Background: an optimization exercise with open tools, aiming at small area, a short achievable clock period and few clock cycles. Do not read the settings as production practice. RTL that was checked went through simulation tests only; none was proved equivalent to the original. The RTL of runs 2 and 3 was laid out without a check of its function. No activity file was given, so power comes from the tool's default toggle rates.

<file path="config.mk">
export PLATFORM = sky130hd
export DESIGN_NAME = itmp_codec
export DESIGN_NICKNAME = itmp_codec
export VERILOG_FILES = /design/flow/design.v
export SDC_FILE = /design/flow/constraint.sdc
export NUM_CORES = 4
export LEC_CHECK = 0
export CAP_MARGIN = 20
export CORE_MARGIN = 2
export CORE_UTILIZATION = 40
export SLEW_MARGIN = 20
</file>
<file path="run.sh">
#!/bin/bash
# synth_recipe.tcl (not shown) runs the flow's synth.tcl, then flattens the netlist and writes it again
# the make line also repeats each setting of config.mk as NAME=value (left out here)
make -C /OpenROAD-flow-scripts/flow DESIGN_CONFIG=/design/flow/config.mk WORK_HOME=/design/flow/orfs CLKGATE_MAP_FILE= SYNTH_SCRIPT=/design/flow/synth_recipe.tcl finish
</file>
<file path="constraint.sdc">
create_clock -name core_clock -period 6.0 [get_ports {clk}]
set_input_delay 1.2000 -clock core_clock [delete_from_list [all_inputs] [get_ports {clk}]]
set_output_delay 1.2000 -clock core_clock [all_outputs]
set_load 0.01 [all_outputs]
</file>
<file path="design.v">
module itmp_crc8_step (
    input  wire [7:0] crc_in,
    input  wire [7:0] data_in,
    output wire [7:0] crc_out
);
    wire [7:0] x = crc_in ^ data_in;
    assign crc_out[0] = x[2] ^ x[4] ^ x[5];
    assign crc_out[1] = x[0] ^ x[3] ^ x[5] ^ x[6];
    assign crc_out[2] = x[0] ^ x[1] ^ x[4] ^ x[6] ^ x[7];
    assign crc_out[3] = x[0] ^ x[1] ^ x[4] ^ x[7];
    assign crc_out[4] = x[0] ^ x[1] ^ x[4];
    assign crc_out[5] = x[1] ^ x[2] ^ x[5];
    assign crc_out[6] = x[0] ^ x[2] ^ x[3] ^ x[6];
    assign crc_out[7] = x[1] ^ x[3] ^ x[4] ^ x[7];
endmodule
module itmp_encoder (
    input  wire       clk,
    input  wire       rst,
    input  wire       s_valid,
    output wire       s_ready,
    input  wire [7:0] s_data,
    input  wire       s_last,
    output reg        tx_valid,
    input  wire       tx_ready,
    output reg  [7:0] tx_data
);
    localparam [7:0] FLAG = 8'h7E;
    localparam [7:0] ESC  = 8'h7D;
    localparam [1:0] E_OPEN  = 2'd0;    
    localparam [1:0] E_BYTE  = 2'd1;    
    localparam [1:0] E_CRC   = 2'd2;    
    localparam [1:0] E_CLOSE = 2'd3;    
    reg        a_v, b_v;
    reg  [7:0] a_d, b_d;
    reg        a_l, b_l;
    reg        a_x, b_x;      
    reg  [1:0] state;
    reg  [7:0] crc;
    reg        esc_sent;      
    assign s_ready = !b_v;
    wire       s_take = s_valid && !b_v;
    wire       s_x    = (s_data[7:2] == 6'b011111) && (s_data[1] ^ s_data[0]);
    wire       adv    = !tx_valid || tx_ready;    
    wire       crc_x  = (crc == FLAG) || (crc == ESC);
    wire [7:0] crc_next;
    itmp_crc8_step u_crc (.crc_in(crc), .data_in(a_d), .crc_out(crc_next));
    wire       pop    = adv && (state == E_BYTE) && a_v && !(a_x && !esc_sent);
    always @(posedge clk) begin
        if (rst) begin
            a_v <= 1'b0;
            b_v <= 1'b0;
        end else begin
            if (!a_v || pop) begin
                if (b_v) begin
                    a_v <= 1'b1;
                    b_v <= 1'b0;
                end else begin
                    a_v <= s_take;
                end
            end else if (s_take) begin
                b_v <= 1'b1;
            end
        end
    end
    always @(posedge clk) begin
        if (!a_v || pop) begin
            if (b_v) begin
                a_d <= b_d; a_l <= b_l; a_x <= b_x;
            end else begin
                a_d <= s_data; a_l <= s_last; a_x <= s_x;
            end
        end
        if (!b_v) begin
            b_d <= s_data; b_l <= s_last; b_x <= s_x;
        end
    end
    always @(posedge clk) begin
        if (rst) begin
            state    <= E_OPEN;
            esc_sent <= 1'b0;
            tx_valid <= 1'b0;
            crc      <= 8'hFF;
        end else if (adv) begin
            case (state)
                E_OPEN: begin
                    tx_valid <= a_v || s_valid;
                    tx_data  <= FLAG;
                    crc      <= 8'hFF;
                    esc_sent <= 1'b0;
                    if (a_v || s_valid)
                        state <= E_BYTE;
                end
                E_BYTE: begin
                    tx_valid <= a_v;
                    if (a_x && !esc_sent) begin
                        tx_data <= ESC;
                        if (a_v)
                            esc_sent <= 1'b1;
                    end else begin
                        tx_data <= {a_d[7:6], a_d[5] ^ esc_sent, a_d[4:0]};
                        if (a_v) begin
                            esc_sent <= 1'b0;
                            crc      <= crc_next;
                            if (a_l)
                                state <= E_CRC;
                        end
                    end
                end
                E_CRC: begin
                    tx_valid <= 1'b1;
                    if (crc_x && !esc_sent) begin
                        tx_data  <= ESC;
                        esc_sent <= 1'b1;
                    end else begin
                        tx_data  <= {crc[7:6], crc[5] ^ esc_sent, crc[4:0]};
                        esc_sent <= 1'b0;
                        state    <= E_CLOSE;
                    end
                end
                E_CLOSE: begin
                    tx_valid <= 1'b1;
                    tx_data  <= FLAG;
                    state    <= E_OPEN;
                end
            endcase
        end
    end
endmodule
module itmp_decoder #(
    parameter RXBUF_MAX = 64,
    parameter QD        = 4         
) (
    input  wire       clk,
    input  wire       rst,
    input  wire       rx_valid,
    output reg        rx_ready,
    input  wire [7:0] rx_data,
    output reg        f_valid,
    input  wire       f_ready,
    output reg  [7:0] f_data,
    output reg        f_first,
    output reg        f_last
);
    localparam       AW = $clog2(RXBUF_MAX);        
    localparam       PW = AW + 1;                   
    localparam       QW = $clog2(QD);
    reg  [7:0]    ring [0:RXBUF_MAX-1];
    reg           r1_v;
    reg  [7:0]    r1_d;
    reg           r1_fl;         
    reg           r1_es;         
    reg           esc;
    reg  [7:0]    crc;
    reg  [PW-1:0] cnt;           
    reg           ovf;
    reg  [PW-1:0] wptr;          
    reg  [PW-1:0] fstart;        
    reg  [AW-1:0] q_end [0:QD-1];
    reg  [QW-1:0] q_rd, q_wr;
    reg  [QW:0]   q_cnt;
    reg  [PW-1:0] rptr;          
    reg           first_pend;    
    wire          eff_flag = !esc && r1_fl;
    wire          eff_esc  = !esc && r1_es;
    wire          is_data  = !eff_flag && !eff_esc;
    wire          room     = !cnt[PW-1];                      
    wire [PW-1:0] occ      = wptr - rptr;
    wire          q_full   = (q_cnt == QD);
    wire          stall    = r1_v && (eff_flag ? q_full
                                              : (is_data && room && occ[PW-1]));
    wire          proc     = r1_v && !stall;
    wire [7:0]    ubyte    = {r1_d[7:6], r1_d[5] ^ esc, r1_d[4:0]};
    wire          store    = proc && is_data && room;
    wire          good     = (cnt > 2) && (crc == 8'h00) && !ovf;
    wire          push     = proc && eff_flag && good;
    wire [7:0]    crc_step;
    itmp_crc8_step u_crc (.crc_in(crc), .data_in(ubyte), .crc_out(crc_step));
    wire          can_rd   = (q_cnt != 0);
    wire          load     = can_rd && (!f_valid || f_ready);
    wire          rd_last  = (rptr[AW-1:0] == q_end[q_rd]);
    wire          pop      = load && rd_last;
    wire          esc_n    = proc ? eff_esc : esc;
    wire [PW-1:0] wptr_n   = !proc    ? wptr :
                             eff_flag ? (good ? wptr - 1'b1 : fstart) :
                             store    ? wptr + 1'b1 : wptr;
    wire [PW-1:0] cnt_n    = (proc && eff_flag) ? {PW{1'b0}} : store ? cnt + 1'b1 : cnt;
    wire [QW:0]   q_cnt_n  = q_cnt + push - pop;
    wire          take     = rx_valid && rx_ready;
    wire          in_fl    = (rx_data == 8'h7E);
    wire          in_es    = (rx_data == 8'h7D);
    wire          r1_v_n   = take || stall;
    wire          fl_n     = take ? in_fl : r1_fl;
    wire          es_n     = take ? in_es : r1_es;
    wire          eflag_n  = !esc_n && fl_n;
    wire          data_n   = esc_n || (!fl_n && !es_n);
    wire [PW-1:0] occ_n    = wptr_n - rptr;               
    wire          stall_n  = r1_v_n && (eflag_n ? (q_cnt_n == QD)
                                                : (data_n && !cnt_n[PW-1] && occ_n[PW-1]));
    always @(posedge clk) begin
        if (store)
            ring[wptr[AW-1:0]] <= ubyte;
        if (push)
            q_end[q_wr] <= wptr[AW-1:0] - 2'd2;
        if (take) begin
            r1_d  <= rx_data;
            r1_fl <= in_fl;
            r1_es <= in_es;
        end
        if (load) begin
            f_data  <= ring[rptr[AW-1:0]];
            f_first <= first_pend;
            f_last  <= rd_last;
        end
    end
    always @(posedge clk) begin
        if (rst) begin
            rx_ready   <= 1'b1;
            r1_v       <= 1'b0;
            esc        <= 1'b0;
            crc        <= 8'hFF;
            cnt        <= {PW{1'b0}};
            ovf        <= 1'b0;
            wptr       <= {PW{1'b0}};
            fstart     <= {PW{1'b0}};
            q_rd       <= {QW{1'b0}};
            q_wr       <= {QW{1'b0}};
            q_cnt      <= {(QW+1){1'b0}};
            rptr       <= {PW{1'b0}};
            first_pend <= 1'b1;
            f_valid    <= 1'b0;
        end else begin
            rx_ready <= !stall_n;
            r1_v     <= r1_v_n;
            esc      <= esc_n;
            wptr     <= wptr_n;
            cnt      <= cnt_n;
            q_cnt    <= q_cnt_n;
            if (proc && eff_flag) begin
                crc <= 8'hFF;
                ovf <= 1'b0;
                if (good)
                    fstart <= wptr - 1'b1;
            end else if (store) begin
                crc <= crc_step;
            end else if (proc && is_data) begin
                ovf <= 1'b1;
            end
            if (push)
                q_wr <= q_wr + 1'b1;
            if (pop)
                q_rd <= q_rd + 1'b1;
            if (load) begin
                f_valid    <= 1'b1;
                rptr       <= rptr + 1'b1;
                first_pend <= rd_last;
            end else if (f_ready) begin
                f_valid    <= 1'b0;
            end
        end
    end
endmodule
module itmp_codec (
    input  wire       clk,
    input  wire       rst,
    input  wire       s_valid,
    output wire       s_ready,
    input  wire [7:0] s_data,
    input  wire       s_last,
    output wire       tx_valid,
    input  wire       tx_ready,
    output wire [7:0] tx_data,
    input  wire       rx_valid,
    output wire       rx_ready,
    input  wire [7:0] rx_data,
    output wire       f_valid,
    input  wire       f_ready,
    output wire [7:0] f_data,
    output wire       f_first,
    output wire       f_last
);
    itmp_encoder u_enc (
        .clk(clk), .rst(rst),
        .s_valid(s_valid), .s_ready(s_ready), .s_data(s_data), .s_last(s_last),
        .tx_valid(tx_valid), .tx_ready(tx_ready), .tx_data(tx_data)
    );
    itmp_decoder #(.RXBUF_MAX(64)) u_dec (
        .clk(clk), .rst(rst),
        .rx_valid(rx_valid), .rx_ready(rx_ready), .rx_data(rx_data),
        .f_valid(f_valid), .f_ready(f_ready), .f_data(f_data),
        .f_first(f_first), .f_last(f_last)
    );
endmodule
</file>
==> results of run 1 <==
[sequential cells by signal (all words and copies together) (netlist names), 3 cells and up, named ones only]
signal         cells
u_enc.tx_data      8
u_dec.q_cnt        3
u_dec.crc          8
u_dec.wptr         7
u_dec.q_end       24
u_enc.crc          8
u_dec.f_data       8
u_dec.rptr         7
u_enc.b_d          8
u_enc.a_d          8
u_dec.cnt          7
u_dec.r1_d         8
u_dec.ring       512
u_dec.fstart       7
[layer usage]
| layer | wire (um) | global-route usage, % |
|---|---|---|
| met5 | 0 | 0 |
| met4 | 1290 | 4.68 |
| met3 | 2600 | 3.37 |
| met2 | 30000 | 30.0 |
| met1 | 24600 | 23.2 |
[cell usage in the layout, fill, tap and decap left out, drive strengths merged, types with 9 or more instances in the layout]
cell type      Yosys  layout
nand2             46      46
clkdlybuf4s50      0      43
nor3              15      15
buf               31      20
nand3             18      18
o22ai             10      10
nand2b            16      16
clkinv             0      34
nor2             123     123
dfxtp             77      77
o211ai            10      10
a21oi             32      32
edfxtp           572     572
mux4             174     174
o21ai             17      17
xnor2             46      46
xor2              32      32
ha                30      30
a211oi            10      10
nand4              9       9
clkbuf            35      78
inv               31      36
[cell type report]
class,count,area (um^2),share of cell area [%]
flip-flops and latches,649,18700,62.8
clock buffers,78,1790,6.01
inverters,31,116,0.391
multi-input cells,673,7120,23.9
well taps,855,1070,3.59
clock inverters,47,384,1.29
repair buffers,63,591,1.98
[worst reg2reg max path: stages, from the launching register on]
cell and delay, ns:
dfxtp_1 0.32, inv_1 0.52, ha_1 0.40, a21oi_1 0.24, o211ai_1 0.15, xnor2_1 0.18
buf_4 0.20, and2_1 0.41, nand3_1 0.72, nor2_1 0.89
[logic make-up (layout without fill, tap and decap cells)]
family | after synthesis | in the layout
AOI/OAI and AO/OA | 105 | 105
buffers and inverters | 97 | 219
adders and majority gates | 31 | 31
and+or+nand+nor | 273 | 273
muxes | 186 | 186
xor gates and xnor gates | 78 | 78
DFF | 649 | 649
[report_power, final]
group / switching (mW) / internal, mW / total (mW)
combinational: 0.457 / 0.314 / 0.771
clock: 1.76 / 2.30 / 4.07
sequential: 0.0687 / 5.03 / 5.10
total: 2.29 / 7.65 / 9.94
[final timing paths]
path                            slack (ns)  cells after the start                end             start
worst min register to register        0.45                      0      u_dec.f_first  u_dec.first_pend
worst max register to register        1.60                      9  u_dec.ring[57][1]     u_dec.rptr[5]
worst max-delay path                  1.60                      9  u_dec.ring[57][1]     u_dec.rptr[5]
worst min-delay path                  0.45                      0      u_dec.f_first  u_dec.first_pend
[stage by stage]
step | util (%) | total power [mW]
2_1_floorplan | - | 5.71
5_1_grt | 46.1 | 10.3
6_report | 46.1 | 9.94
3_3_place_gp | 42.7 | 5.96
4_1_cts | 46.1 | 10.0
3_5_place_dp | 42.7 | 5.97
==> metrics.md, run 1 <==
| Metric | Value |
|---|---|
| GPL Wtd Cong | 0.841 |
| WL/cell | approximately 24 um |
| CP delay by family, top | simple AND/OR/NAND/NOR gates |
| Worst-Skew Late Latency | around 0.61 ns |
| Clock root buffer | clkbuf_16 |
| Top post-synthesis cells by count | 572 x edfxtp_1, 174 x mux4_2, 123 x nor2_1 |
| Status | timing/DRC/antenna clean |
| DPL Wire Length | roughly 35000 um |
| Synth warnings | 2 |
| Initial Utilization | about 41% |
| Largest area contributor in the synthesized netlist | edfxtp_1 |
| Initial antenna violation count | 0 |
| Via-to-Cell Ratio | around 5.4 |
| Cell area power density | about 330 nW/um^2 |
| Synth area leaders | edfxtp_1 65%, mux4_2 15%, dfxtp_1 5.9% |
| Height of the die | 260 um |
| Layout area overhead | 13.5% |
| #FFs+latches synth | about 650 |
| CTS Buf Count | 69 |
| Mux contribution to synthesized area | roughly 15% |
| Max clock buf depth | 3 |
| Sequential share of the synthesized area | 71.3% |
| CTS clk-pin slew, worst paths | about 0.060 ns |
| Final Hold Viols | 0 |
| Share of the synthesized area in the top cell type | between 60% and 70% |
| Maximum achievable frequency | roughly 230 MHz |
| Syn avg cell area | between 15 and 20 um^2 |
| Most numerous cell in the Yosys netlist | edfxtp_1 |
| Share of layout cells above drive strength 1 | between 20% and 30% |
| Slew Limit Fails | 0 |
| DRC viols | 0 |
| Global-route wire length before repair | between 80000 and 90000 um |
| Netlist cell types | 60 |
| Leak | 9.27 nW |
| Pin count of the biggest net entering global routing | 104 |
| Post-synthesis cell count | around 1400 |
| Critical path's largest stage delay | between 0.8 and 0.9 ns |
| Syn Nets | between 1000 and 1500 |
| Clock skew | roughly 0.015 ns |
| I/O pin count | 45 |
| Sum of buffers and inverters on the critical path | 2 |
| WHS | about 0.45 ns |
| Global route overflow | 0 |
| Post-layout instance count excluding filler cells | between 2000 and 2500 |
| Overall routed net length | roughly 58000 um |
| Area after DPL | about 28000 um^2 |
| Hold/Removal Path Class | reg -> reg |
| Maximum vdd ir drop | about 0.00025 V |
| Worst slew pin tran | 1.00 ns |
| Ys async rst share | 0% |
| Final min period | about 4.4 ns |
| CTS Hold Bufs | 0 |
| Period Utilization, post-route | around 73% |
| Placed Cells | between 2000 and 2500 |
| Non-Filler Cell Area, Final | between 20000 and 30000 um^2 |
| DRT iter0 DRCs | 1172 |
| Total global-route track usage | 17.6% |
| Worst Path Class, Setup | reg -> reg |
| Crit. End Element | flip-flop |
| Layout net count | between 1500 and 2000 |
| Worst-path cell chain | inv_1 -> ha_1 -> a21oi_1 -> o211ai_1 -> xnor2_1 -> buf_4 -> and2_1 -> nand3_1 -> nor2_1 |
| N_diodes | 0 |
| Post-synthesis simple-gate area fraction | 4.90% |
| Number of flops mapped to enable cells by yosys | roughly 570 |
| Ys flop type | edfxtp_1 |
| Main combinational cell family by area after synthesis | multiplexers |
| Core area | 64700 um^2 |
| TritonCTS clock tree | done |
| Max cap viols | 0 |
| Worst setup margin | between 1.5 and 2 ns |
| Xor/xnor cell area share of the yosys netlist | 2.60% |
| Final setup fails | 0 |
| Post-CTS Setup Repair Bufs | 0 |
| DRT Pass-1 Iters | 7 |
| DP Worst Slack | roughly 1.6 ns |
| Die area | ~68000 um^2 |
| Post-Synth Adder-Cell Area | 1.51% |
| Compound-Gate Fraction of Synth Area | 2.60% |
| CP max stage cell | nor2_1 |
| CTS Sinks | 649 |
| Remaining antenna violation count after routing | 0 |
| FP Rows | 93 |
| Worst Path Required | about 6.2 ns |
| Max H-tree Level | 3 |
| Critical Path Fanout Max | 12 |
| Vias in the first global route | approximately 13000 |
| RSZ-0062 raised after global routing | no |
| Die Wd | around 260 um |
| Via count | approximately 13000 |
| Relative slew slack | about a third |
| # fillers | roughly 5600 |
| Port Buffers | 44 |
| Crit start category | flip-flop |
| Setup TNS | 0 ns |
| Arr. time, crit path | roughly 4.6 ns |
| CTS resizes | 0 |
| Post-Syn Area | between 20000 and 30000 um^2 |
Testbench counts, summed over its fixed seeds: cycles 12,556.
==> inputs of run 2 (changes only) <==
--- a/design.v
+++ b/design.v
@@ -165,10 +165,7 @@
     wire          is_data  = !eff_flag && !eff_esc;
     wire          room     = !cnt[PW-1];                      
     wire [PW-1:0] occ      = wptr - rptr;
-    wire          q_full   = (q_cnt == QD);
-    wire          stall    = r1_v && (eff_flag ? q_full
-                                              : (is_data && room && occ[PW-1]));
-    wire          proc     = r1_v && !stall;
+    wire          proc     = r1_v && rx_ready;
     wire [7:0]    ubyte    = {r1_d[7:6], r1_d[5] ^ esc, r1_d[4:0]};
     wire          store    = proc && is_data && room;
     wire          good     = (cnt > 2) && (crc == 8'h00) && !ovf;
@@ -188,14 +185,14 @@
     wire          take     = rx_valid && rx_ready;
     wire          in_fl    = (rx_data == 8'h7E);
     wire          in_es    = (rx_data == 8'h7D);
-    wire          r1_v_n   = take || stall;
+    wire          r1_v_n   = take || (r1_v && !rx_ready);
     wire          fl_n     = take ? in_fl : r1_fl;
     wire          es_n     = take ? in_es : r1_es;
     wire          eflag_n  = !esc_n && fl_n;
     wire          data_n   = esc_n || (!fl_n && !es_n);
-    wire [PW-1:0] occ_n    = wptr_n - rptr;               
-    wire          stall_n  = r1_v_n && (eflag_n ? (q_cnt_n == QD)
-                                                : (data_n && !cnt_n[PW-1] && occ_n[PW-1]));
+    wire          q_full_n = (q_cnt == QD) || ((q_cnt == QD - 1) && push);
+    wire          ring_full_n = (q_cnt != 0) && (occ[PW-1] || (&occ[AW-1:0]));
+    wire          stall_n  = r1_v_n && (eflag_n ? q_full_n : (data_n && ring_full_n));
     always @(posedge clk) begin
         if (store)
             ring[wptr[AW-1:0]] <= ubyte;
--- a/config.mk
+++ b/config.mk
@@ -8,4 +8,5 @@
 export CAP_MARGIN = 20
 export CORE_MARGIN = 2
 export CORE_UTILIZATION = 40
+export SETUP_SLACK_MARGIN = 3.7
 export SLEW_MARGIN = 20
==> run 2 against run 1 <==
Effect of this change:
- still clean on timing, DRC and antenna
- utilization increased by 2.7 points
- first-iteration DRC count rose by 11%
- synthesized cell count grew 3.9%
- sequential cell count stayed put
- global-route usage grew 0.76 points
- clock power up 3%
- highest routed layer unchanged
- non-clock buffer count increased by 88
==> metrics.md, run 2 <==
| Metric | Value |
|---|---|
| Arr. time, crit path | 3.13 ns |
| Cell area power density | between 300 and 400 nW/um^2 |
| Final Hold Viols | 0 |
| Post-layout instance count excluding filler cells | ~2600 |
| Clock root buffer | clkbuf_16 |
| Crit. End Element | flip-flop |
| Port Buffers | 44 |
| Total power | approximately 9.9 mW |
| Most frequent cells in the layout | 572 x edfxtp_1, 146 x mux4_2, 75 x nor2_1, 75 x clkbuf_16, 62 x dfxtp_1 |
| Gate power share | slightly below 7% |
| FP Rows | 94 |
| Share of the synthesized area in the top cell type | 65.2% |
| DRC viols | 0 |
| Sequential share of the synthesized area | about 71% |
| Period Utilization, post-route | 44.4% |
| Number of flops mapped to enable cells by yosys | roughly 570 |
| TritonCTS clock tree | done |
| Pint | ~7.7 mW |
| WL/cell | between 20 and 25 um |
| DPL Wire Length | 36500 um |
| Non-Filler Cell Area, Final | around 32000 um^2 |
| Clk pwr share | between 40% and 50% |
| Height of the die | between 200 and 300 um |
| Final min period | ~2.7 ns |
| Total global-route track usage | between 10% and 20% |
| Setup TNS | 0 ns |
| CP delay by family, top | adder cells |
| Share of layout cells above drive strength 1 | 31.5% |
| Pin count of the biggest net entering global routing | 67 |
| CTS Buf Count | a little under 70 |
| Max clock buf depth | 3 |
| Global-route wire length before repair | roughly 90000 um |
| GPL Wtd Cong | 0.818 |
| DP Worst Slack | ~2.5 ns |
| CTS Hold Bufs | 0 |
| Worst-Skew Late Latency | approximately 0.61 ns |
| N_diodes | 0 |
| Critical path's largest stage delay | around 0.56 ns |
| Sum of buffers and inverters on the critical path | 1 |
| Final setup fails | 0 |
| DRT iter0 DRCs | 1300 |
| Via count | around 14000 |
| Post-Syn Area | roughly 26000 um^2 |
| Worst setup margin | around 3.3 ns |
| CTS Sinks | ~650 |
| Worst Path Class, Setup | reg -> reg |
| Maximum vdd ir drop | between 0.0002 and 0.0003 V |
| Global route overflow | 0 |
| P_sw | ~2.2 mW |
| Post-synthesis cell count | about 1500 |
| Worst slew pin tran | about 0.83 ns |
| CP max stage cell | mux4_2 |
| Layout net count | roughly 1700 |
| Die area | between 60000 and 70000 um^2 |
| Most numerous cell in the Yosys netlist | edfxtp_1 |
| Worst Path Required | 6.47 ns |
| Worst-path cell chain | mux4_2 -> xnor2_2 -> nand4_4 -> nor3_4 -> ha_1 -> inv_2 -> ha_4 -> fa_2 -> nor2b_1 |
| Sequential share of power | around half |
| Initial antenna violation count | 0 |
| Synth area leaders | edfxtp_1 65%, mux4_2 12%, dfxtp_1 5.9% |
| RSZ-0062 raised after global routing | yes |
| Commonest non-fill, non-tap cell in the layout | edfxtp_1 |
| Max reg flops | 512 |
| Clock skew | about 0.037 ns |
| Slew Limit Fails | 0 |
| Die Wd | roughly 260 um |
| Overall routed net length | 62100 um |
| Placed Cells | 2335 |
| Synth warnings | 2 |
| Status | timing/DRC/antenna clean |
| Hold/Removal Path Class | reg -> reg |
| Final design utilization | 48.8% |
| WHS | ~0.44 ns |
| Largest area contributor in the synthesized netlist | edfxtp_1 |
| Remaining antenna violation count after routing | 0 |
| Vias in the first global route | 14200 |
| Top post-synthesis cells by count | 572 x edfxtp_1, 146 x mux4_2, 134 x nor2_1 |
| Area after DPL | 27800 um^2 |
| DRT Pass-1 Iters | 5 |
| Relative slew slack | about 45% |
| Layout area overhead | 21.4% |
| Crit start category | flip-flop |
| Maximum achievable frequency | 375 MHz |
| Syn Nets | between 1500 and 2000 |
| Worst R2R Setup Slack | 3.33 ns |
| Switching share of power | between 20% and 30% |
| I/O pin count | 45 |
| Max cap viols | 0 |
| Leak | slightly above 10 nW |
| Core area | around 66000 um^2 |
| Via-to-Cell Ratio | 5.53 |
| Min-delay src | u_dec.first_pend |
| # fillers | roughly 5300 |
| Initial Utilization | roughly 40% |
| Ys async rst share | 0% |
| Max H-tree Level | 3 |
| CTS clk-pin slew, worst paths | about 0.060 ns |
| Syn avg cell area | approximately 18 um^2 |
| #FFs+latches synth | about 650 |
| Critical Path Fanout Max | 6 |
| Netlist cell types | 70 |
| Ys flop type | edfxtp_1 |
[run 2: path summary, 6_finish.rpt]
kind | to | cells past startpoint
worst max-delay path | u_dec.q_cnt[1] | 9
worst min-delay path | u_dec.f_first | 0
worst max register to register | u_dec.q_cnt[1] | 9
worst min register to register | u_dec.f_first | 0
[run 2: logic make-up (layout without fill, tap and decap cells)]
| group | Yosys count | after routing | synth area share, % |
|---|---|---|---|
| AOI/OAI and AO/OA | 140 | 140 | 3.54 |
| xor gates and xnor gates | 79 | 79 | 2.89 |
| adders and majority gates | 28 | 28 | 1.39 |
| buffers and inverters | 95 | 306 | 1.82 |
| DFF | 649 | 649 | 71.1 |
| muxes | 181 | 181 | 13.9 |
| and+or+nand+nor | 303 | 303 | 5.40 |
[run 2: per-layer routing]
layer  part of all wire, %  global-route usage (%)  up-vias
met5                     0                       0        -
met2                    48                    28.9      481
met3                   6.4                    3.14      105
met1                    43                    25.8     7311
li1                      -                       -     6192
met4                   3.0                    6.73        0
[run 2: area by class of cell]
cell class / instances / area, um^2 / share of cell area, %
timing repair buffer: 151 / 1810 / 5.65
clock inverter: 30 / 320 / 1.00
clock buffer: 96 / 1910 / 5.98
sequential: 649 / 18800 / 58.7
inverter: 29 / 158 / 0.493
tap: 864 / 1080 / 3.38
multi-input combinational: 731 / 7930 / 24.8
[run 2: repair_timing]
item,in CTS,in global routing
endpoints found under the hold margin,0,0
pin swaps,15,23
buffers inserted,34,43
cloned,7,5
setup endpoints to repair,607,498
resized for setup,264,55
[run 2: power groups by stage]
stage | logic, mW | registers (mW) | clock network [mW]
2_1_floorplan | 0.428 | 5.19 | 0
3_3_place_gp | 0.655 | 5.16 | 0
3_5_place_dp | 0.667 | 5.17 | 0
4_1_cts | 0.656 | 5.07 | 4.28
5_1_grt | 0.750 | 5.07 | 4.46
6_report | 0.672 | 5.07 | 4.20
==> inputs of run 3 (changes only) <==
--- a/config.mk
+++ b/config.mk
@@ -8,5 +8,4 @@
 export CAP_MARGIN = 20
 export CORE_MARGIN = 2
 export CORE_UTILIZATION = 40
-export SETUP_SLACK_MARGIN = 3.7
 export SLEW_MARGIN = 20
==> run 3 against run 2 <==
Effect of this change:
- still clean
- synthesized cell count did not move
- cell count fell by 3.2%
- first-iteration DRC count down 9.2%
- sequential cell count is the same
- setup slack got worse by 0.65 ns
- power grew 2.0%
- global-route usage decreased by 0.32 points
- non-clock buffer count shrank 80
- critical path depth fell by 1
- clock power rose by 5%
- critical path type unchanged
==> metrics.md, run 3 <==
| Metric | Value |
|---|---|
| Syn avg cell area | 17.8 um^2 |
| TritonCTS clock tree | done |
| Most numerous cell in the Yosys netlist | edfxtp_1 |
| Hold/Removal Path Class | reg -> reg |
| Initial Utilization | approximately two fifths |
| Commonest non-fill, non-tap cell in the layout | edfxtp_1 |
| CTS clk-pin slew, worst paths | roughly 0.06 ns |
| Number of stages on the worst setup path | 8 |
| Crit. End Element | flip-flop |
| Period Utilization, post-route | 55.2% |
| Initial antenna violation count | 1 |
| Die Wd | approximately 260 um |
| Gate power share | 6.7% |
| Max reg flops | around 500 |
| Clock skew | around 0.024 ns |
| Global route overflow | 0 |
| Number of flops mapped to enable cells by yosys | about 570 |
| Crit start category | flip-flop |
| CTS Buf Count | 70 |
| I/O pin count | 45 |
| Global-route wire length before repair | between 80000 and 90000 um |
| Synth warnings | 2 |
| Most frequent cells in the layout | 572 x edfxtp_1, 146 x mux4_2, 134 x nor2_1 |
| CP delay by family, top | compound AO/OA/AOI/OAI gates |
| Leak | 9.49 nW |
| CTS Sinks | between 600 and 700 |
| Total global-route track usage | 18.1% |
| WL/cell | approximately 24 um |
| Area after DPL | between 20000 and 30000 um^2 |
| P_sw | between 2 and 2.5 mW |
| Layout net count | between 1500 and 2000 |
| Hold depth | 2 |
| DPL Wire Length | 37600 um |
| Worst-path cell chain | inv_1 -> ha_1 -> a21o_1 -> a311o_1 -> a21oi_1 -> xnor2_1 -> a41oi_1 -> o22a_1 |
| Max cap viols | 0 |
| Syn Nets | roughly 1500 |
| DRT Pass-1 Iters | 8 |
| Remaining antenna violation count after routing | 0 |
| Synth area leaders | edfxtp_1 65%, mux4_2 12%, dfxtp_1 5.9% |
| Maximum achievable frequency | 302 MHz |
| Slew Limit Fails | 0 |
| Pin count of the biggest net entering global routing | 67 |
| Post-Syn Area | 26300 um^2 |
| Maximum vdd ir drop | roughly 0.00025 V |
| N_diodes | 0 |
| Critical path's largest stage delay | between 0.8 and 0.9 ns |
| Max H-tree Level | 3 |
| RSZ-0062 raised after global routing | no |
| Critical Path Fanout Max | 25 |
| Via-to-Cell Ratio | around 5.5 |
| Non-Filler Cell Area, Final | about 30000 um^2 |
| Pint | 7.96 mW |
| Arr. time, crit path | 3.84 ns |
| Relative slew slack | between 20 and 30% |
| Top post-synthesis cells by count | 572 x edfxtp_1, 146 x mux4_2, 134 x nor2_1 |
| GPL Wtd Cong | ~0.83 |
| Netlist cell types | 70 |
| Final min period | around 3.3 ns |
| Sequential share of the synthesized area | 71.1% |
| Post-CTS Setup Repair Bufs | 0 |
| Cell area power density | ~340 nW/um^2 |
| Status | timing/DRC/antenna clean |
| Switching share of power | 21.5% |
| Overall routed net length | 59900 um |
| Post-synthesis cell count | between 1000 and 1500 |
| #FFs+latches synth | between 600 and 700 |
| DRT iter0 DRCs | between 1000 and 1500 |
| CP max stage cell | dfxtp_2 |
| Ys async rst share | 0% |
| Height of the die | between 200 and 300 um |
| Ys flop type | edfxtp_1 |
| CTS Hold Bufs | 0 |
| Layout area overhead | 14.3% |
| WHS | 0.460 ns |
| Worst slew pin tran | ~1.1 ns |
| Core area | 65500 um^2 |
| Via count | 13600 |
| Worst Path Required | 6.53 ns |
| Worst r2r path cells | 8 |
| DRC viols | 0 |
| Share of the synthesized area in the top cell type | between 60% and 70% |
| Final setup fails | 0 |
| Final Hold Viols | 0 |
| Die area | 67900 um^2 |
| Max clock buf depth | 3 |
| CTS resizes | 0 |
| Largest area contributor in the synthesized netlist | edfxtp_1 |
| Worst Path Class, Setup | reg -> reg |
| Vias in the first global route | ~14000 |
| # fillers | ~5500 |
| Final design utilization | between 40% and 50% |
| Setup TNS | 0 ns |
| FP Rows | 94 |
| Clock root buffer | clkbuf_16 |
| Sum of buffers and inverters on the critical path | 1 |
| Worst-Skew Late Latency | 0.61 ns |
| Port Buffers | 44 |
| Share of layout cells above drive strength 1 | between 10% and 20% |
| Clk pwr share | 43.3% |
| Sequential share of power | ~50% |
==> run 3: changes by cell type in the layout (fill, tap and decap cells not counted), moves of 17 or more <==
cell	change
buf_2	-17
nor2_1	+59
buf_12	-22
nor2_4	-56
buf_4	-32
clkdlybuf4s50_1	+23
==> run 3: worst register-to-register path, cell delays in order, from the launching register on <==
cell and delay [ns]:
dfxtp_2 0.88, inv_1 0.58, ha_1 0.48, a21o_1 0.20
a311o_1 0.34, a21oi_1 0.17, xnor2_1 0.08, a41oi_1 0.33
o22a_1 0.21
==> run 3: path summary, 6_finish.rpt <==
check                         to     startpoint  slack, ns
hold / removal      u_enc.b_d[6]   u_enc.b_d[6]       0.46
setup reg to reg  u_dec.rx_ready  u_dec.rptr[2]       2.69
setup / recovery  u_dec.rx_ready  u_dec.rptr[2]       2.69
hold reg to reg     u_enc.b_d[6]   u_enc.b_d[6]       0.46
==> run 3: metal layers <==
layer | track usage (%) | share of wire (%)
met5 | 0 | 0
met3 | 4.45 | 7.8
met2 | 28.5 | 47
met4 | 5.05 | 2.3
met1 | 25.0 | 43
==> run 3: cells by family after synthesis <==
group	synth area share [%]
xor+xnor	2.89
mux	13.9
simple gates	5.40
buf+inv	1.82
compound gates	3.54
flops	71.1
fa+ha+maj	1.39
==> run 3: power by group through the flow <==
stage / clock network (mW) / registers [mW] / logic (mW)
after floorplan: 0 / 5.19 / 0.422
after global placement: 0 / 5.17 / 0.665
after detailed placement: 0 / 5.17 / 0.680
after CTS: 4.47 / 5.07 / 0.682
after global routing: 4.65 / 5.08 / 0.746
final: 4.39 / 5.07 / 0.679
==> run 3: through the flow <==
stage	setup slack [ns]	cells	power, mW
detailed placement	2.60	2344	5.85
global route	2.49	2469	10.5
global placement	2.60	2343	5.83
floorplan	2.86	1475	5.61
CTS	2.67	2469	10.2
finish	2.69	2469	10.1
==> run 3: layout make-up <==
type / instances / area, um^2 / area share, %
flip-flops and latches: 649 / 18700 / 62.2
multi-input cells: 731 / 7160 / 23.8
clock buffers: 87 / 1920 / 6.38
well taps: 864 / 1080 / 3.59
repair buffers: 71 / 671 / 2.23
clock inverters: 38 / 424 / 1.41
inverters: 29 / 109 / 0.362
==> inputs of run 4 (changes only) <==
--- a/design.v
+++ b/design.v
@@ -143,7 +143,6 @@
 );
     localparam       AW = $clog2(RXBUF_MAX);        
     localparam       PW = AW + 1;                   
-    localparam       QW = $clog2(QD);
     reg  [7:0]    ring [0:RXBUF_MAX-1];
     reg           r1_v;
     reg  [7:0]    r1_d;
@@ -151,53 +150,61 @@
     reg           r1_es;         
     reg           esc;
     reg  [7:0]    crc;
-    reg  [PW-1:0] cnt;           
+    reg  [PW-1:0] k;             
     reg           ovf;
     reg  [PW-1:0] wptr;          
     reg  [PW-1:0] fstart;        
-    reg  [AW-1:0] q_end [0:QD-1];
-    reg  [QW-1:0] q_rd, q_wr;
-    reg  [QW:0]   q_cnt;
+    reg  [QD-1:0] qv;
+    reg  [AW-1:0] ql [0:QD-1];
     reg  [PW-1:0] rptr;          
     reg           first_pend;    
+    reg  [AW-1:0] left;          
+    wire          proc     = r1_v && rx_ready;
     wire          eff_flag = !esc && r1_fl;
     wire          eff_esc  = !esc && r1_es;
     wire          is_data  = !eff_flag && !eff_esc;
-    wire          room     = !cnt[PW-1];                      
-    wire [PW-1:0] occ      = wptr - rptr;
-    wire          proc     = r1_v && rx_ready;
+    wire          room     = (k != RXBUF_MAX - 3);
     wire [7:0]    ubyte    = {r1_d[7:6], r1_d[5] ^ esc, r1_d[4:0]};
     wire          store    = proc && is_data && room;
-    wire          good     = (cnt > 2) && (crc == 8'h00) && !ovf;
-    wire          push     = proc && eff_flag && good;
+    wire          good     = !k[PW-1] && (crc == 8'h00) && !ovf;
+    wire          fin      = proc && eff_flag;
+    wire          push     = fin && good;
     wire [7:0]    crc_step;
     itmp_crc8_step u_crc (.crc_in(crc), .data_in(ubyte), .crc_out(crc_step));
-    wire          can_rd   = (q_cnt != 0);
-    wire          load     = can_rd && (!f_valid || f_ready);
-    wire          rd_last  = (rptr[AW-1:0] == q_end[q_rd]);
+    wire          load     = qv[0] && (!f_valid || f_ready);
+    wire          rd_last  = !first_pend && (left == 0);
     wire          pop      = load && rd_last;
-    wire          esc_n    = proc ? eff_esc : esc;
-    wire [PW-1:0] wptr_n   = !proc    ? wptr :
-                             eff_flag ? (good ? wptr - 1'b1 : fstart) :
-                             store    ? wptr + 1'b1 : wptr;
-    wire [PW-1:0] cnt_n    = (proc && eff_flag) ? {PW{1'b0}} : store ? cnt + 1'b1 : cnt;
-    wire [QW:0]   q_cnt_n  = q_cnt + push - pop;
+    wire [PW-1:0] occ      = wptr - rptr;
     wire          take     = rx_valid && rx_ready;
     wire          in_fl    = (rx_data == 8'h7E);
     wire          in_es    = (rx_data == 8'h7D);
+    wire          esc_n    = proc ? eff_esc : esc;
     wire          r1_v_n   = take || (r1_v && !rx_ready);
     wire          fl_n     = take ? in_fl : r1_fl;
     wire          es_n     = take ? in_es : r1_es;
     wire          eflag_n  = !esc_n && fl_n;
     wire          data_n   = esc_n || (!fl_n && !es_n);
-    wire          q_full_n = (q_cnt == QD) || ((q_cnt == QD - 1) && push);
-    wire          ring_full_n = (q_cnt != 0) && (occ[PW-1] || (&occ[AW-1:0]));
+    wire          q_full_n = qv[QD-1] || (qv[QD-2] && push);
+    wire          ring_full_n = qv[0] && (occ[PW-1] || (&occ[AW-1:0]));
     wire          stall_n  = r1_v_n && (eflag_n ? q_full_n : (data_n && ring_full_n));
+    reg  [QD-1:0] qv_p;
+    reg  [AW-1:0] ql_p [0:QD-1];
+    reg  [QD-1:0] qv_n;
+    integer i;
+    always @(*) begin
+        for (i = 0; i < QD; i = i + 1) begin
+            qv_p[i] = pop ? ((i + 1 < QD) ? qv[(i + 1) % QD] : 1'b0) : qv[i];
+            ql_p[i] = pop ? ql[(i + 1) % QD] : ql[i];
+        end
+        for (i = 0; i < QD; i = i + 1)
+            qv_n[i] = qv_p[i] || (push && (i == 0 || qv_p[(i + QD - 1) % QD]));
+    end
     always @(posedge clk) begin
         if (store)
             ring[wptr[AW-1:0]] <= ubyte;
-        if (push)
-            q_end[q_wr] <= wptr[AW-1:0] - 2'd2;
+        for (i = 0; i < QD; i = i + 1)
+            if (pop || (push && !qv_p[i]))
+                ql[i] <= qv_p[i] ? ql_p[i] : k[AW-1:0];
         if (take) begin
             r1_d  <= rx_data;
             r1_fl <= in_fl;
@@ -207,6 +214,7 @@
             f_data  <= ring[rptr[AW-1:0]];
             f_first <= first_pend;
             f_last  <= rd_last;
+            left    <= first_pend ? ql[0] : left - 1'b1;
         end
     end
     always @(posedge clk) begin
@@ -215,13 +223,11 @@
             r1_v       <= 1'b0;
             esc        <= 1'b0;
             crc        <= 8'hFF;
-            cnt        <= {PW{1'b0}};
+            k          <= {PW{1'b1}} - 2'd2;
             ovf        <= 1'b0;
             wptr       <= {PW{1'b0}};
             fstart     <= {PW{1'b0}};
-            q_rd       <= {QW{1'b0}};
-            q_wr       <= {QW{1'b0}};
-            q_cnt      <= {(QW+1){1'b0}};
+            qv         <= {QD{1'b0}};
             rptr       <= {PW{1'b0}};
             first_pend <= 1'b1;
             f_valid    <= 1'b0;
@@ -229,23 +235,24 @@
             rx_ready <= !stall_n;
             r1_v     <= r1_v_n;
             esc      <= esc_n;
-            wptr     <= wptr_n;
-            cnt      <= cnt_n;
-            q_cnt    <= q_cnt_n;
-            if (proc && eff_flag) begin
+            qv       <= qv_n;
+            if (fin) begin
                 crc <= 8'hFF;
                 ovf <= 1'b0;
-                if (good)
+                k   <= {PW{1'b1}} - 2'd2;
+                if (good) begin
+                    wptr   <= wptr - 1'b1;
                     fstart <= wptr - 1'b1;
+                end else begin
+                    wptr   <= fstart;
+                end
             end else if (store) begin
-                crc <= crc_step;
+                crc  <= crc_step;
+                k    <= k + 1'b1;
+                wptr <= wptr + 1'b1;
             end else if (proc && is_data) begin
-                ovf <= 1'b1;
-            end
-            if (push)
-                q_wr <= q_wr + 1'b1;
-            if (pop)
-                q_rd <= q_rd + 1'b1;
+                ovf  <= 1'b1;
+            end
             if (load) begin
                 f_valid    <= 1'b1;
                 rptr       <= rptr + 1'b1;
--- a/config.mk
+++ b/config.mk
@@ -8,4 +8,5 @@
 export CAP_MARGIN = 20
 export CORE_MARGIN = 2
 export CORE_UTILIZATION = 40
+export SETUP_SLACK_MARGIN = 3.55
 export SLEW_MARGIN = 20
==> run 4 against run 3 <==
Effect of this change:
- sequential cell count grew 1
- combinational power grew 4.3%
- worst hold slack lost 0.0082 ns
- still clean
- register-to-register slack gained 0.89 ns
- critical path depth shrank 7
- non-clock buffer count grew 64
- routed wire length grew 6.9%
- sequential power is essentially flat
==> metrics.md, run 4 <==
| Metric | Value |
|---|---|
| Status | timing/DRC/antenna clean |
| Top post-synthesis cells by count | 578 x edfxtp_1, 158 x nor2_1, 127 x mux4_2 |
| CTS Sinks | 650 |
| Die Wd | between 200 and 300 um |
| Max H-tree Level | 3 |
| Via-to-Cell Ratio | about 5.5 |
| Layout area overhead | 18.7% |
| Total global-route track usage | 19.1% |
| TritonCTS clock tree | done |
| Setup TNS | 0 ns |
| Worst Path Required | around 4.8 ns |
| Port Buffers | 44 |
| Overall routed net length | approximately 64000 um |
| Ys flop type | edfxtp_1 |
| Max reg flops | approximately 500 |
| Most frequent cells in the layout | 578 x edfxtp_1, 127 x mux4_2, 88 x nor2_1 |
| Relative slew slack | 31.9% |
| FP Rows | 94 |
| Number of flops mapped to enable cells by yosys | just under 600 |
| CTS clk-pin slew, worst paths | around 0.060 ns |
| Critical Path Fanout Max | 1 |
| Min-delay src | u_enc.b_x |
| Final Hold Viols | 0 |
| Critical path's largest stage delay | between 0.4 and 0.5 ns |
| Layout net count | 1719 |
| Worst r2r dst | u_dec.f_data[5] |
| Core area | between 60000 and 70000 um^2 |
| Final setup fails | 0 |
| Share of layout cells above drive strength 1 | approximately 29% |
| Die area | 68000 um^2 |
| RSZ-0062 raised after global routing | yes |
| Pin count of the biggest net entering global routing | 67 |
| DP Worst Slack | between 2 and 2.5 ns |
| Hold depth | 2 |
| Max clock buf depth | 3 |
| Worst-Skew Late Latency | just over 0.6 ns |
| Clock skew | roughly 0.03 ns |
| Commonest non-fill, non-tap cell in the layout | edfxtp_1 |
| Post-synthesis cell count | 1544 |
| Ys async rst share | 0% |
| DPL Wire Length | 37400 um |
| CTS Buf Count | slightly below 70 |
| Sum of buffers and inverters on the critical path | 1 |
| Max cap viols | 0 |
| Reg2reg start | u_dec.rptr[0] |
| Arr. time, crit path | 1.23 ns |
| Post-Syn Area | ~26000 um^2 |
| Maximum vdd ir drop | slightly below 0.0002 V |
| Period Utilization, post-route | between 40% and 50% |
| Crit. End Element | output pin |
| Worst setup margin | about 3.6 ns |
| Max layer used | met4 |
| Remaining antenna violation count after routing | 0 |
| Final min period | ~2.4 ns |
| DRT iter0 DRCs | roughly 1400 |
| Height of the die | roughly 260 um |
| Global-route wire length before repair | ~95000 um |
| Most numerous cell in the Yosys netlist | edfxtp_1 |
| Initial Utilization | about 40% |
| DRT Pass-1 Iters | 7 |
| Syn Nets | around 1600 |
| Synth area leaders | edfxtp_1 66%, mux4_2 11%, dfxtp_1 5.5% |
| #FFs+latches synth | between 600 and 700 |
| Final design utilization | between 40% and 50% |
| Met3 routed WL | between 4000 and 5000 um |
| Via count | 14400 |
| Crit start category | flip-flop |
| Cell area power density | between 300 and 400 nW/um^2 |
| WL/cell | roughly 25 um |
| Worst setup path startpoint | u_dec.f_data[2] |
| CP delay by family, top | flip-flops |
| WL met1 | roughly 28000 um |
| Worst R2R Setup Slack | 3.58 ns |
| Worst-path cell chain | buf_2 |
| Syn avg cell area | roughly 17 um^2 |
| Sequential share of the synthesized area | approximately 70% |
| Initial antenna violation count | 0 |
| Worst slew pin tran | a little over 1 ns |
| Maximum achievable frequency | just over 400 MHz |
| Global route overflow | 0 |
| CP max stage cell | edfxtp_1 |
| Worst r2r path cells | 7 |
| Netlist cell types | 64 |
| Hold/Removal Path Class | reg -> reg |
| Share of the synthesized area in the top cell type | 65.8% |
| Clock root buffer | clkbuf_16 |
| Synth warnings | 4 |
| N_diodes | 0 |
| I/O pin count | 45 |
| Total power | between 9 and 10 mW |
| GPL Wtd Cong | just over 0.8 |
| CTS Hold Bufs | 0 |
| Largest area contributor in the synthesized netlist | edfxtp_1 |
| Slew Limit Fails | 0 |
| Number of stages on the worst setup path | 1 |
| Worst setup path endpoint | f_data[2] |
| DRC viols | 0 |
| Vias in the first global route | 14500 |
| Wire length on met2 | roughly 30000 um |
| # fillers | between 5000 and 6000 |
| Worst Path Class, Setup | reg -> out |
| Leak | ~9.8 nW |
## run 4: cell count changes after synthesis, sizes merged, moves of 9 or more
| cell | delta |
|---|---|
| nor2b | -9 |
| o21ai | +12 |
| clkbuf | +9 |
| mux4 | -19 |
| a21oi | +18 |
| ha | -10 |
| mux2i | +13 |
| nor2 | +23 |
| nand2 | +38 |
| mux2 | +25 |
## run 4: logic make-up (layout without fill, tap and decap cells)
| family | count (synthesis) | in the layout | synth area share [%] |
|---|---|---|---|
| mux | 200 | 200 | 13.9 |
| compound gates | 155 | 155 | 3.60 |
| flops | 650 | 650 | 71.3 |
| fa+ha+maj | 17 | 17 | 0.835 |
| simple gates | 351 | 352 | 6.01 |
| xor+xnor | 75 | 75 | 2.57 |
| buf+inv | 96 | 285 | 1.85 |
## run 4: layout make-up
cell class              instances  area [um^2]  area share (%)
flip-flops and latches        650        18800            60.1
multi-input cells             799         7720            24.7
clock buffers                  88         1860            5.94
repair buffers                135         1420            4.54
well taps                     864         1080            3.45
clock inverters                38          293           0.935
inverters                      23          105           0.336
repair inverters                1         8.76          0.0280
## run 4: how the worst min path moves through the flow
stage / to / slack, ns
global placement: u_enc.b_x / 0.44
global route: u_enc.b_x / 0.47
CTS: u_enc.b_x / 0.45
floorplan: u_enc.b_x / 0.42
finish: u_enc.b_x / 0.45
detailed placement: u_enc.b_x / 0.44
## run 4: power breakdown
part           internal (mW)  leakage, nW  switching (mW)
Sequential              5.03         5.82          0.0613
Clock                   2.34         1.05            1.76
Combinational          0.294         2.95           0.414
## run 4: layer usage
layer | global-route usage (%) | vias to the layer above
li1 | - | 6319
met1 | 26.8 | 7430
met2 | 29.7 | 551
met3 | 3.98 | 101
met4 | 6.24 | 0
met5 | 0 | -
## run 4: worst min-delay path, stage by stage, from the launching register on
cell     delay [ns]
dfxtp_1        0.30
nand2_1        0.04
o41ai_1        0.07
## run 4: through the flow
step	std cells	area, um^2	hold WS, ns
detailed placement	2400	27700	0.439
global route	2598	31300	0.471
floorplan	1544	26400	0.417
global placement	2399	27700	0.438
finish	2598	31300	0.452
CTS	2571	30900	0.452
## run 4: timing repair
item	in CTS	in global routing
cloned	1	3
pin swaps	16	8
setup buffers	44	24
setup endpoints to repair	590	495
gates resized for setup	223	46
endpoints found under the hold margin	0	0
Testbench counts of run 4, summed over its fixed seeds: cycles 12,558.
==> inputs of run 5 (changes only) <==
--- a/config.mk
+++ b/config.mk
@@ -8,5 +8,6 @@
 export CAP_MARGIN = 20
 export CORE_MARGIN = 2
 export CORE_UTILIZATION = 40
+export CTS_BUF_LIST = sky130_fd_sc_hd__clkbuf_8
 export SETUP_SLACK_MARGIN = 3.55
 export SLEW_MARGIN = 20
==> run 5 against run 4 <==
Effect of this change:
- still clean
- first-iteration DRC count shrank 1.5%
- global-route usage is essentially flat
- sequential share of layout area grew 0.71 points
- clock power shrank 11%
- combinational power shrank 0.7%
- routed wire length grew 0.68%
- clock skew shrank 0.0019 ns
- worst hold slack lost 0.0018 ns
- critical endpoint is now f_data[6]
- largest power group unchanged
- highest routed layer unchanged
==> metrics.md, run 5 <==
| Metric | Value |
|---|---|
| Status | timing/DRC/antenna clean |
| Final setup fails | 0 |
| Gate power share | approximately 7.5% |
| WHS | about 0.45 ns |
| Clock root buffer | clkbuf_8 |
| Share of the synthesized area in the top cell type | between 60% and 70% |
| Worst setup path startpoint | u_dec.f_data[6] |
| Sequential share of power | roughly 54% |
| Commonest non-fill, non-tap cell in the layout | edfxtp_1 |
| Post-synthesis cell count | 1544 |
| DRT Pass-1 Iters | 5 |
| Synth warnings | 4 |
| DRC viols | 0 |
| Via-to-Cell Ratio | about 5.5 |
| Number of flops mapped to enable cells by yosys | approximately 580 |
| Slew Limit Fails | 0 |
| Setup TNS | 0 ns |
| Maximum vdd ir drop | roughly 0.00021 V |
| Global-route wire length before repair | about 95000 um |
| Initial antenna violation count | 2 |
| Crit. End Element | output pin |
| Leak | around 9.8 nW |
| Number of stages on the worst setup path | 1 |
| FP Rows | 94 |
| Pin count of the biggest net entering global routing | 67 |
| Max reg flops | between 500 and 600 |
| Share of layout cells above drive strength 1 | just under 30% |
| Critical path's largest stage delay | 0.45 ns |
| Clk pwr share | between 30% and 40% |
| Layout area overhead | 17.3% |
| Post-Syn Area | ~26000 um^2 |
| DP Worst Slack | 2.22 ns |
| Worst-path cell chain | buf_6 |
| Reg2reg start | u_dec.left[0] |
| Layout net count | 1741 |
| Critical Path Fanout Max | 1 |
| Die Wd | 261 um |
| Switching share of power | 23.6% |
| Remaining antenna violation count after routing | 0 |
| Worst Path Class, Setup | reg -> out |
| Syn avg cell area | around 17 um^2 |
| #FFs+latches synth | 650 |
| CP delay by family, top | flip-flops |
| Core area | around 66000 um^2 |
| Final min period | around 2.5 ns |
| I/O pin count | 45 |
| Most frequent cells in the layout | 578 x edfxtp_1, 127 x mux4_2, 110 x clkbuf_8 |
| TritonCTS clock tree | done |
| Initial Utilization | between 40 and 50% |
| Vias in the first global route | approximately 15000 |
| Top post-synthesis cells by count | 578 x edfxtp_1, 158 x nor2_1, 127 x mux4_2 |
| Post-layout instance count excluding filler cells | approximately 2700 |
| Worst-Skew Late Latency | between 0.7 and 0.8 ns |
| CP max stage cell | edfxtp_1 |
| Final design utilization | between 40% and 50% |
| Cell area power density | ~300 nW/um^2 |
| Synth area leaders | edfxtp_1 66%, mux4_2 11%, dfxtp_1 5.5% |
| Global route overflow | 0 |
| # fillers | roughly 5500 |
| Ys flop type | edfxtp_1 |
| RSZ-0062 raised after global routing | yes |
| Syn Nets | ~1600 |
| Max clock buf depth | 3 |
| Max H-tree Level | 3 |
| Total power | around 9.4 mW |
| Maximum achievable frequency | approximately 390 MHz |
| WL/cell | around 24 um |
| Worst setup margin | around 3.5 ns |
| DRT iter0 DRCs | 1396 |
| Final Hold Viols | 0 |
| Ys async rst share | 0% |
| Max cap viols | 0 |
| CTS Sinks | 650 |
| CTS Buf Count | 103 |
| Clock skew | about 0.028 ns |
| Netlist cell types | between 60 and 70 |
| Most numerous cell in the Yosys netlist | edfxtp_1 |
| Die area | 68000 um^2 |
| Area after DPL | approximately 28000 um^2 |
| Non-Filler Cell Area, Final | roughly 31000 um^2 |
| P_sw | about 2.2 mW |
| Relative slew slack | roughly 25% |
| Crit start category | flip-flop |
| Period Utilization, post-route | 42.2% |
| Height of the die | 261 um |
| Arr. time, crit path | 1.33 ns |
| Worst slew pin tran | 1.11 ns |
| Port Buffers | 44 |
| GPL Wtd Cong | approximately 0.83 |
| Total global-route track usage | roughly a fifth |
| Sequential share of the synthesized area | between 70 and 80% |
| Worst r2r path cells | 9 |
| Placed Cells | 2400 |
| Overall routed net length | about 64000 um |
| Hold/Removal Path Class | reg -> reg |
| Min-delay src | u_enc.b_x |
| Sum of buffers and inverters on the critical path | 1 |
| Worst Path Required | roughly 4.8 ns |
| Via count | 14500 |
| Pint | between 7 and 8 mW |
| Hold depth | 2 |
| CTS clk-pin slew, worst paths | about 0.060 ns |
| Largest area contributor in the synthesized netlist | edfxtp_1 |
| DPL Wire Length | approximately 37000 um |
-- run 5: cell types whose count changed in the layout (fill, tap and decap cells not counted), moves of 4 or more --
| cell | previous run | this run |
|---|---|---|
| buf_12 | 20 | 14 |
| buf_4 | 60 | 51 |
| buf_6 | 2 | 12 |
| clkbuf_1 | 15 | 0 |
| clkbuf_16 | 73 | 2 |
| clkbuf_8 | 2 | 110 |
| clkinv_1 | 12 | 27 |
| clkinv_2 | 14 | 18 |
| inv_1 | 18 | 41 |
| nor2_4 | 49 | 43 |
| o21ai_0 | 31 | 35 |
| o21ai_1 | 6 | 2 |
-- run 5: routing by layer --
layer  vias to the layer above  part of all wire (%)  global-route usage [%]
met5                         -                     0                       0
met4                         0                   2.7                    7.02
met3                       115                   7.3                    4.40
met2                       593                    47                    29.9
met1                      7441                    43                    26.2
li1                       6372                     -                       -
-- run 5: worst paths after layout --
check | slack [ns] | to
setup / recovery | 3.47 | f_data[6]
hold / removal | 0.45 | u_enc.b_x
setup reg to reg | 3.58 | u_dec.ql[2][5]
hold reg to reg | 0.45 | u_enc.b_x
-- run 5: logic make-up after synthesis --
family	share of synthesized area, %
buf+inv	1.85
flops	71.3
compound gates	3.60
mux	13.9
xor+xnor	2.57
fa+ha+maj	0.835
simple gates	6.01
-- run 5: cell type report --
| cell class | instances | area, um^2 | share of cell area [%] |
|---|---|---|---|
| Sequential cell | 650 | 18800 | 60.8 |
| Multi-Input combinational cell | 799 | 7680 | 24.8 |
| Clock buffer | 110 | 1510 | 4.89 |
| Timing Repair Buffer | 123 | 1260 | 4.08 |
| Tap cell | 864 | 1080 | 3.49 |
| Clock inverter | 80 | 460 | 1.49 |
| Inverter | 23 | 109 | 0.352 |
| Timing Repair inverter | 1 | 8.76 | 0.0283 |
| Antenna cell | 3 | 7.51 | 0.0243 |
-- run 5: power by group through the flow --
| stage | clock, mW | combinational [mW] | sequential (mW) |
|---|---|---|---|
| 6_report | 3.62 | 0.703 | 5.09 |
| 2_1_floorplan | 0 | 0.463 | 5.21 |
| 4_1_cts | 3.71 | 0.704 | 5.09 |
| 3_3_place_gp | 0 | 0.708 | 5.19 |
| 5_1_grt | 3.89 | 0.779 | 5.10 |
| 3_5_place_dp | 0 | 0.712 | 5.18 |
-- run 5: timing repair --
item | CTS | global route
hold buffers | 0 | 0
gates cloned | 0 | 4
setup endpoints to repair | 590 | 496
gates resized for setup | 238 | 43
setup buffers | 42 | 14
pin swaps | 12 | 6
-- run 5: tightest hold or removal path, cell delays in order, from the launching register on --
cell and delay [ns]:
dfxtp_1 0.30, nand2_1 0.04, o41ai_1 0.07
==> inputs of run 6 (changes only) <==
--- a/config.mk
+++ b/config.mk
@@ -7,7 +7,6 @@
 export LEC_CHECK = 0
 export CAP_MARGIN = 20
 export CORE_MARGIN = 2
-export CORE_UTILIZATION = 40
-export CTS_BUF_LIST = sky130_fd_sc_hd__clkbuf_8
-export SETUP_SLACK_MARGIN = 3.55
+export CORE_UTILIZATION = 65
+export SETUP_SLACK_MARGIN = 3.6
 export SLEW_MARGIN = 20
==> run 6 against run 5 <==
Effect of this change:
- power is 2.1% higher
- global-route usage is 12 points higher
- clock-buffer cell count is 38 lower
- critical path type is now reg -> reg
- largest power group unchanged
==> metrics.md, run 6 <==
| Metric | Value |
|---|---|
| Status | timing/DRC/antenna clean |
| Post-synthesis cell count | between 1500 and 2000 |
| Final Hold Viols | 0 |
| Die area | between 40000 and 50000 um^2 |
| Post-Syn Area | between 20000 and 30000 um^2 |
| Hold depth | 2 |
| GPL Wtd Cong | between 0.8 and 0.9 |
| Max H-tree Level | 2 |
| Ys async rst share | 0% |
| DP Worst Slack | around 2.2 ns |
| Most frequent cells in the layout | 578 x edfxtp_1, 127 x mux4_2, 88 x nor2_1 |
| Final setup fails | 0 |
| DRT iter0 DRCs | 1706 |
| Worst r2r dst | u_dec.f_data[1] |
| Worst r2r path cells | 7 |
| Slew Limit Fails | 0 |
| Clock skew | 0.0222 ns |
| Hold EP | u_dec.fstart[6] |
| Syn Nets | approximately 1600 |
| Min-delay src | u_dec.fstart[6] |
| Netlist cell types | 64 |
| WL/cell | 28.4 um |
| Port Buffers | between 40 and 50 |
| Remaining antenna violation count after routing | 0 |
| I/O pin count | 45 |
| Sequential share of the synthesized area | a little under three quarters |
| DRC viols | 0 |
| #FFs+latches synth | 650 |
| Core area | ~40000 um^2 |
| Number of flops mapped to enable cells by yosys | around 580 |
| Via count | between 10000 and 15000 |
| Clock root buffer | clkbuf_16 |
| Share of layout cells above drive strength 1 | 30.3% |
| Initial antenna violation count | 2 |
| Relative slew slack | roughly 34% |
| Largest area contributor in the synthesized netlist | edfxtp_1 |
| Critical Path Fanout Max | 5 |
| Max reg flops | 512 |
| TritonCTS clock tree | done |
| Global route overflow | 0 |
| Cell area power density | between 300 and 400 nW/um^2 |
| Final min period | roughly 2.5 ns |
| Vias in the first global route | about 14000 |
| RSZ-0062 raised after global routing | yes |
| CTS clk-pin slew, worst paths | about 0.070 ns |
| Layout area overhead | 17.8% |
| Overall routed net length | roughly 64000 um |
| Die Wd | between 200 and 250 um |
| Layout net count | between 1500 and 2000 |
| Crit. End Element | flip-flop |
| Crit start category | flip-flop |
| Maximum vdd ir drop | 0.000265 V |
| Max cap viols | 0 |
| Worst slew pin tran | roughly 0.98 ns |
| Most numerous cell in the Yosys netlist | edfxtp_1 |
| Worst-Skew Late Latency | ~0.64 ns |
| DPL Wire Length | between 30000 and 40000 um |
| CTS Sinks | 650 |
| Worst R2R Setup Slack | approximately 3.5 ns |
| Period Utilization, post-route | approximately two fifths |
| N_diodes | 0 |
| Maximum achievable frequency | 402 MHz |
| Setup TNS | 0 ns |
| CTS Hold Bufs | 0 |
| Synth area leaders | edfxtp_1 66%, mux4_2 11%, dfxtp_1 5.5% |
| Max clock buf depth | 3 |
| Height of the die | about 210 um |
| Worst Path Required | around 6.4 ns |
| FP Rows | 73 |
| Share of the synthesized area in the top cell type | between 60 and 70% |
| Hold/Removal Path Class | reg -> reg |
| Total global-route track usage | a little under a third |
| Leak | roughly 9.9 nW |
| Initial Utilization | 66.1% |
| Via-to-Cell Ratio | between 6 and 7 |
| Arr. time, crit path | about 2.8 ns |
| Top post-synthesis cells by count | 578 x edfxtp_1, 158 x nor2_1, 127 x mux4_2 |
| Total power | 9.62 mW |
| Worst Path Class, Setup | reg -> reg |
| Syn avg cell area | around 17 um^2 |
| Commonest non-fill, non-tap cell in the layout | edfxtp_1 |
| Pin count of the biggest net entering global routing | 67 |
| Reg2reg start | u_dec.rptr[0] |
| Ys flop type | edfxtp_1 |
| Synth warnings | 4 |
| Global-route wire length before repair | 93000 um |
| DRT Pass-1 Iters | 5 |
| Worst setup margin | 3.51 ns |
| CTS Buf Count | 60 |
## run 6: timing repair
| action | in CTS | in global routing |
|---|---|---|
| pin swaps | 13 | 18 |
| setup buffers | 45 | 42 |
| setup endpoints to repair | 546 | 555 |
| gates resized for setup | 262 | 77 |
| gates cloned | 5 | 2 |
## run 6: worst max-delay path, stage by stage, from the launching register on
cell and delay, ns:
dfxtp_4 0.46, buf_12 0.14, buf_4 0.15, mux4_2 0.52, mux2i_2 0.28, o21ai_0 0.20
nor3_2 0.29, o21ai_0 0.16
## run 6: through the flow
stage,hold slack [ns],utilization (%),instances,instance area [um^2]
6_report,0.456,77.9,2261,31100
3_3_place_gp,0.435,68.4,2058,27300
5_1_grt,0.491,77.9,2261,31100
4_1_cts,0.457,76.1,2217,30400
3_5_place_dp,0.448,68.4,2058,27300
2_1_floorplan,0.417,-,1544,26500
## run 6: kinds of logic (layout without fill, tap and decap cells)
group,count (synthesis),count (layout),synth area share (%)
buffers and inverters,96,287,1.85
DFF,650,650,71.3
adders and majority gates,17,17,0.835
xor gates and xnor gates,75,75,2.57
AOI/OAI and AO/OA,155,155,3.60
muxes,200,200,13.9
and+or+nand+nor,351,352,6.01
## run 6: layout make-up
| class | count | area, um^2 |
|---|---|---|
| sequential | 650 | 18800 |
| fill | 2196 | 8830 |
| multi-input combinational | 799 | 7930 |
| timing repair buffer | 153 | 1610 |
| clock buffer | 72 | 1550 |
| tap | 525 | 657 |
| clock inverter | 37 | 394 |
| inverter | 23 | 116 |
| timing repair inverter | 2 | 13.8 |
## run 6: worst max-delay path by stage
stage	to	slack [ns]	cells past startpoint	start
global placement	u_dec.ring[54][4]	2.33	6	u_dec.k[1]
finish	u_dec.f_data[1]	3.51	7	u_dec.rptr[0]
CTS	u_dec.ring[61][7]	3.41	2	u_dec.wptr[4]
floorplan	u_dec.ql[2][0]	3.38	6	f_ready
detailed placement	u_dec.ring[54][7]	2.20	6	u_dec.k[1]
global route	u_dec.f_data[1]	3.48	7	u_dec.rptr[0]
## run 6: per-layer routing
| metal | vias up | global-route usage (%) | part of all wire [%] |
|---|---|---|---|
| li1 | 6322 | - | - |
| met1 | 7631 | 43.7 | 39 |
| met2 | 810 | 48.5 | 48 |
| met3 | 152 | 7.35 | 9.8 |
| met4 | 2 | 9.66 | 3.4 |
| met5 | - | 0 | 0.020 |
## run 6: power by group
part | leakage, nW | switching (mW) | internal [mW] | total (mW)
clock network | 0.940 | 1.64 | 2.17 | 3.81
logic | 3.17 | 0.427 | 0.293 | 0.720
registers | 5.82 | 0.0609 | 5.03 | 5.09

[what the ideal ports hide]
No port has a modelled driver above. Below, the same layouts with a new extraction and two added sets of constraints. Step 1 (the two cells are an assumption about what drives the block):
set clk [get_ports {clk}]
set_driving_cell -lib_cell sky130_fd_sc_hd__clkbuf_16 $clk
set_driving_cell -lib_cell sky130_fd_sc_hd__buf_2 [delete_from_list [all_inputs] $clk]
Step 2 times the ports against the registers' clock, not the clock port: input delays grow and output delays shrink by t, the midpoint of the rising clock arrivals with the driver on. a / b / c = ideal ports / drivers / drivers and shift; a / b = the first two.
| run | t (ns) | slack for setup (ns) | worst setup path after step 2 | latest minus earliest clock arrival (ns) | slew at the worst register clock pin (ns) |
|---|---|---|---|---|---|
| run 1 | 0.665 | 1.601 / 1.601 / 1.601 | register to register | 0.019 / 0.019 | 0.06 / 0.06 |
| run 2 | 0.655 | 3.334 / 3.334 / 2.894 | input to register | 0.038 / 0.039 | 0.07 / 0.07 |
| run 3 | 0.655 | 2.689 / 2.689 / 2.520 | input to register | 0.031 / 0.031 | 0.06 / 0.06 |
| run 4 | 0.664 | 3.566 / 3.506 / 2.956 | input to register | 0.032 / 0.032 | 0.07 / 0.07 |
| run 5 | 0.762 | 3.467 / 3.410 / 2.838 | input to register | 0.034 / 0.033 | 0.07 / 0.07 |
| run 6 | 0.677 | 3.513 / 3.513 / 2.980 | input to register | 0.025 / 0.026 | 0.07 / 0.07 |
After both steps setup and hold are still met in every run listed. For run 5, which loses most, drivers alone change the setup slack by -0.057 ns; drivers and shift together by -0.629 ns.
